Context: an optimization exercise on an open-source flow, tuned for small area, a short achievable clock period and few clock cycles. The choices shown serve that exercise and are no tape-out recipe. RTL that was checked went through simulation tests only; none was proved equivalent to the original. Power figures rest on the tool's default switching activity, not on a simulated workload.

==> flow/design.v <==
module peak_detector (
    input  wire        clk,
    input  wire        rst,         
    input  wire        in_valid,
    output wire        in_ready,
    input  wire [63:0] in_data,
    input  wire        in_last,
    output reg         done,
    output wire [4:0]  peak_count,
    input  wire [4:0]  rd_idx,
    output wire [14:0] rd_bin,
    output wire [63:0] rd_amp,
    output reg  [14:0] absmax_bin,
    output wire [63:0] absmax_amp
);
    localparam CAP = 20;
    localparam PW  = 24;             
    localparam LW  = 63 - PW;        
    function automatic [1:0] ucmp(input [63:0] x, input [63:0] y);
        reg [63:0] g, p;
        integer i, w;
        begin
            for (i = 0; i < 64; i = i + 1) begin
                g[i] = x[i] & ~y[i];
                p[i] = x[i] | ~y[i];
            end
            for (w = 64; w > 1; w = w / 2)
                for (i = 0; i < w / 2; i = i + 1) begin
                    g[i] = g[2*i+1] | (p[2*i+1] & g[2*i]);
                    p[i] = p[2*i+1] & p[2*i];
                end
            ucmp = {g[0], p[0]};
        end
    endfunction
    function automatic is_nan(input [63:0] x);
        is_nan = (&x[62:52]) && (|x[51:0]);
    endfunction
    reg  [14:0]    cnt;          
    reg  [63:0]    prev1;        
    reg            rising_r;     
    reg  [CAP-1:0] ger;          
    reg  [CAP-1:0] eqr;          
    reg            rdy;
    reg  [4:0]     count;
    reg  [CAP-1:0] vmask;        
    reg  [CAP-1:0] pick;         
    reg            first;        
    reg            tph;          
    reg  [62:0]    amax;
    reg  [62:0]    amp  [0:CAP-1];
    reg  [14:0]    bin  [0:CAP-1];
    reg  [4:0]     rank [0:CAP-1];
    assign in_ready   = rdy;
    assign peak_count = count;
    assign absmax_amp = {1'b0, amax};
    wire beat  = in_valid & rdy;
    wire full  = vmask[CAP-1];
    reg [CAP-1:0] valid, wr19, wfill, gtp, eqp, sel;
    reg [1:0]     c;
    integer k;
    always @(*) begin
        for (k = 0; k < CAP; k = k + 1) begin
            valid[k] = vmask[k];
            wr19[k]  = (rank[k] == 5'd19);
            wfill[k] = ~vmask[k] & ((k == 0) ? 1'b1 : vmask[(k == 0) ? 0 : k-1]);
            c        = ucmp({{(64-PW){1'b0}}, amp[k][62:LW]},
                            {{(64-PW){1'b0}}, in_data[62:LW]});
            gtp[k]   = valid[k] & c[1];
            eqp[k]   = valid[k] & c[0] & ~c[1];
        end
    end
    wire [CAP-1:0] wsel = full ? wr19 : wfill;
    function automatic [CAP-1:0] lowest(input [CAP-1:0] x);
        reg f;
        integer i;
        begin
            f = 1'b0;
            for (i = 0; i < CAP; i = i + 1) begin
                lowest[i] = x[i] & ~f;
                f = f | x[i];
            end
        end
    endfunction
    reg [62:0] mux_amp;
    reg [14:0] mux_bin;
    always @(*) begin
        mux_amp = 63'd0;
        mux_bin = 15'd0;
        for (k = 0; k < CAP; k = k + 1) begin
            sel[k]  = (done & vmask[k] & (rank[k] == rd_idx)) | pick[k];
            mux_amp = mux_amp | (amp[k] & {63{sel[k]}});
            mux_bin = mux_bin | (bin[k] & {15{sel[k]}});
        end
    end
    assign rd_amp = {1'b0, mux_amp};
    assign rd_bin = mux_bin;
    wire [1:0] clow    = ucmp({{(64-LW){1'b0}}, mux_amp[LW-1:0]},
                              {{(64-LW){1'b0}}, prev1[LW-1:0]});
    wire       ge_low  = clow[1] | clow[0];
    wire [1:0] cnb     = ucmp({1'b0, in_data[62:0]}, {1'b0, prev1[62:0]});
    wire       in_gt_p = cnb[1];                   
    wire       in_lt_p = ~(cnb[1] | cnb[0]);       
    wire       in_nan  = is_nan(in_data);
    wire       in_pos  = ~in_data[63] & ~in_nan & (|in_data[62:0]);
    wire       rising  = prev1[63] ? ~is_nan(prev1) : in_gt_p;
    wire       falling = in_data[63] ? ~in_nan : in_lt_p;
    wire [1:0] cmx     = ucmp({1'b0, in_data[62:0]}, {1'b0, amax});
    wire       abs_gt  = ~in_data[63] & ~in_nan & cmx[1];
    wire       cand_pot = in_pos & rising & ~first & ~in_last;
    wire [CAP-1:0] eqr_left = eqr & ~pick;
    wire       need_res = cand_pot & (|eqp);
    wire       hopeless = full & (|(ger & wr19));
    wire       admit    = rising_r & falling & (~full | ~(|(ger & wr19)));
    wire [CAP-1:0] vmask_nx = first ? {CAP{1'b0}} :
                              (admit & ~full) ? {vmask[CAP-2:0], 1'b1} : vmask;
    reg  [4:0] t;
    always @(*) begin
        t = 5'd0;
        for (k = 0; k < CAP; k = k + 1)
            t = t + {4'd0, ger[k]};
    end
    wire [14:0] cand_bin = cnt - 15'd1;
    always @(posedge clk) begin
        if (rst) begin
            cnt      <= 15'd0;
            done     <= 1'b0;
            rdy      <= 1'b1;
            rising_r <= 1'b0;
            eqr      <= {CAP{1'b0}};
            pick     <= {CAP{1'b0}};
            first    <= 1'b1;
        end else if (!rdy) begin
            if (!tph) begin
                pick <= hopeless ? {CAP{1'b0}} : lowest(eqr);
                eqr  <= hopeless ? {CAP{1'b0}} : eqr;
                rdy  <= hopeless;
                tph  <= 1'b1;
            end else begin
                for (k = 0; k < CAP; k = k + 1)
                    if (pick[k]) ger[k] <= ge_low;
                eqr  <= eqr_left;
                pick <= lowest(eqr_left);
                rdy  <= (eqr_left == {CAP{1'b0}});
            end
        end else if (beat) begin
            done  <= in_last;
            first <= in_last;
            vmask <= vmask_nx;
            cnt   <= in_last ? 15'd0 : cnt + 15'd1;
            prev1 <= in_data;
            if (first) begin
                amax       <= 63'd0;
                absmax_bin <= 15'd0;
            end else if (abs_gt) begin
                amax       <= in_data[62:0];
                absmax_bin <= cnt;
            end
            rising_r <= cand_pot;
            ger      <= gtp;
            eqr      <= eqp;
            pick     <= {CAP{1'b0}};
            rdy      <= ~need_res;
            tph      <= 1'b0;
            if (first)
                count <= 5'd0;
            else if (admit) begin
                if (!full) count <= count + 5'd1;
                for (k = 0; k < CAP; k = k + 1) begin
                    if (wsel[k]) begin
                        amp[k]  <= prev1[62:0];
                        bin[k]  <= cand_bin;
                        rank[k] <= t;
                    end else if (valid[k] & ~ger[k])
                        rank[k] <= rank[k] + 5'd1;
                end
            end
        end
    end
endmodule
export LEC_CHECK = 0
export CAP_MARGIN = 20
export CORE_MARGIN = 2
export CORE_UTILIZATION = 65
export CTS_CLUSTER_DIAMETER = 60
export CTS_CLUSTER_SIZE = 30
export GPL_TIMING_DRIVEN = 1
export SETUP_SLACK_MARGIN = 2.3
export SLEW_MARGIN = 20
export TNS_END_PERCENT = 100
create_clock -name core_clock -period 7.5 [get_ports {clk}]
standard.sh (not shown) runs the stock make flow with config.mk's settings and CLKGATE_MAP_FILE= SYNTH_SCRIPT=/design/flow/synth_recipe.tcl, a recipe that flattens the netlist after the stock synthesis.
==> flow/flow/run.sh <==
#!/bin/bash
# Own flow: the standard layout (standard.sh) with three changes:
#  * synthesis maps the combinational logic with an area-oriented ABC script
#    (flow/area.script) and keeps ABC off the complex cells listed in
#    flow/abc_dont_use.txt; registers are mapped exactly as in the standard
#    synthesis (ABC only sees combinational logic);
#  * every port still gets a buffer, but a buf_2 (BUFFER_PORTS_ARGS) that the
#    resizer may size up or down;
#  * the resizer may change a cell's footprint (MATCH_CELL_FOOTPRINT=0), so it
#    can size gates up on critical paths.
# Each tool's output goes to its own log here (synth.log, layout.log and the
# ORFS logs under orfs/logs).
set -euo pipefail
W=$PWD
{
  echo 'proc abc {args} {'
  echo '  set i [lsearch $args -script]'
  echo "  set args [lreplace \$args [expr {\$i+1}] [expr {\$i+1}] $W/flow/area.script]"
  echo "  foreach c {$(cat flow/abc_dont_use.txt | tr '\n' ' ')} { lappend args -dont_use \$c }"
  echo '  yosys abc {*}$args'
  echo '}'
  cat synth_recipe.tcl
} > my_synth.tcl
EXTRA="BUFFER_PORTS_ARGS=\"-buffer_cell sky130_fd_sc_hd__buf_2\" MATCH_CELL_FOOTPRINT=0"
sed -e "s#SYNTH_SCRIPT=[^ ]*#SYNTH_SCRIPT=$W/my_synth.tcl#" \
    -e "s#\"\${@:-finish}\"#$EXTRA \"\${@:-finish}\"#" standard.sh > my_standard.sh
bash my_standard.sh synth > synth.log 2>&1
bash my_standard.sh finish > layout.log 2>&1
==> flow/flow/abc_dont_use.txt <==
sky130_fd_sc_hd__a222oi_1
sky130_fd_sc_hd__a221o_1
sky130_fd_sc_hd__a221o_2
sky130_fd_sc_hd__a221o_4
sky130_fd_sc_hd__a221oi_1
sky130_fd_sc_hd__a221oi_2
sky130_fd_sc_hd__a221oi_4
sky130_fd_sc_hd__a211o_1
sky130_fd_sc_hd__a211o_2
sky130_fd_sc_hd__a211o_4
sky130_fd_sc_hd__a211oi_1
sky130_fd_sc_hd__a211oi_2
sky130_fd_sc_hd__a211oi_4
sky130_fd_sc_hd__a2111oi_0
sky130_fd_sc_hd__a2111o_1
==> flow/flow/area.script <==
&get -n
&st
&dch
&nf -R 10 -a
&put
topo
stime -c
Testbench counts at the start, summed over its fixed seeds: cycles 59,252.
Then changed:
--- a/flow/design.v
+++ b/flow/design.v
@@ -44,9 +44,10 @@
     reg  [4:0]     count;
     reg  [CAP-1:0] vmask;        
     reg  [CAP-1:0] pick;         
     reg            first;        
-    reg            tph;          
+    reg  [LW-1:0]  tlow;         
+    reg  [1:0]     tph;          
     reg  [62:0]    amax;
     reg  [62:0]    amp  [0:CAP-1];
     reg  [14:0]    bin  [0:CAP-1];
     reg  [4:0]     rank [0:CAP-1];
@@ -93,9 +94,9 @@
         end
     end
     assign rd_amp = {1'b0, mux_amp};
     assign rd_bin = mux_bin;
-    wire [1:0] clow    = ucmp({{(64-LW){1'b0}}, mux_amp[LW-1:0]},
+    wire [1:0] clow    = ucmp({{(64-LW){1'b0}}, tlow},
                               {{(64-LW){1'b0}}, prev1[LW-1:0]});
     wire       ge_low  = clow[1] | clow[0];
     wire [1:0] cnb     = ucmp({1'b0, in_data[62:0]}, {1'b0, prev1[62:0]});
     wire       in_gt_p = cnb[1];                   
@@ -119,8 +120,10 @@
         for (k = 0; k < CAP; k = k + 1)
             t = t + {4'd0, ger[k]};
     end
     wire [14:0] cand_bin = cnt - 15'd1;
+    always @(posedge clk)
+        tlow <= mux_amp[LW-1:0];
     always @(posedge clk) begin
         if (rst) begin
             cnt      <= 15'd0;
             done     <= 1'b0;
@@ -129,20 +132,26 @@
             eqr      <= {CAP{1'b0}};
             pick     <= {CAP{1'b0}};
             first    <= 1'b1;
         end else if (!rdy) begin
-            if (!tph) begin
-                pick <= hopeless ? {CAP{1'b0}} : lowest(eqr);
-                eqr  <= hopeless ? {CAP{1'b0}} : eqr;
-                rdy  <= hopeless;
-                tph  <= 1'b1;
-            end else begin
-                for (k = 0; k < CAP; k = k + 1)
-                    if (pick[k]) ger[k] <= ge_low;
-                eqr  <= eqr_left;
-                pick <= lowest(eqr_left);
-                rdy  <= (eqr_left == {CAP{1'b0}});
-            end
+            case (tph)
+                2'd0: begin
+                    pick <= hopeless ? {CAP{1'b0}} : lowest(eqr);
+                    eqr  <= hopeless ? {CAP{1'b0}} : eqr;
+                    rdy  <= hopeless;
+                    tph  <= 2'd1;
+                end
+                2'd1:
+                    tph  <= 2'd2;
+                default: begin
+                    for (k = 0; k < CAP; k = k + 1)
+                        if (pick[k]) ger[k] <= ge_low;
+                    eqr  <= eqr_left;
+                    pick <= lowest(eqr_left);
+                    tph  <= 2'd1;
+                    rdy  <= (eqr_left == {CAP{1'b0}});
+                end
+            endcase
         end else if (beat) begin
             done  <= in_last;
             first <= in_last;
             vmask <= vmask_nx;
@@ -159,9 +168,9 @@
             ger      <= gtp;
             eqr      <= eqp;
             pick     <= {CAP{1'b0}};
             rdy      <= ~need_res;
-            tph      <= 1'b0;
+            tph      <= 2'd0;
             if (first)
                 count <= 5'd0;
             else if (admit) begin
                 if (!full) count <= count + 5'd1;
The new run completed without violations. Via count came out lower by 2.0%. Clock power is higher by about 2%. Global-route usage fell by 1.9 points. Power goes up by 1.6%. Sequential power hardly moves. Die area goes up by about 1.1%. Non-clock buffer count decreases by 74.
For the second run of this note, only the layout was checked, not whether the RTL still works.

[static timing again, ports no longer ideal]
In the flow no input, the clock included, has a driving cell. The finished layouts below were timed again as built, in two steps. Step 1, drivers: a clkbuf_16 drives clk and a buf_2 each remaining input, both assumed. Step 2 adds t to the input delays and takes it off the output delays; t is the mean of the earliest and latest rising clock arrival at the registers after step 1. Input paths then give back, and output paths get back, about the clock's delay inside the block. Three values: no drivers, after step 1, after step 2; two values: the first two.
run	t, ns	setup slack, ns	worst data-port slew with drivers (ns)
the first run	0.905	2.030 / 1.754 / 1.100	0.32
the second run	0.911	1.794 / 1.827 / 0.946	0.30
After both steps every run listed still meets setup and hold. For the first run, which loses most, drivers alone change the setup slack by -0.276 ns; drivers and shift together by -0.930 ns.
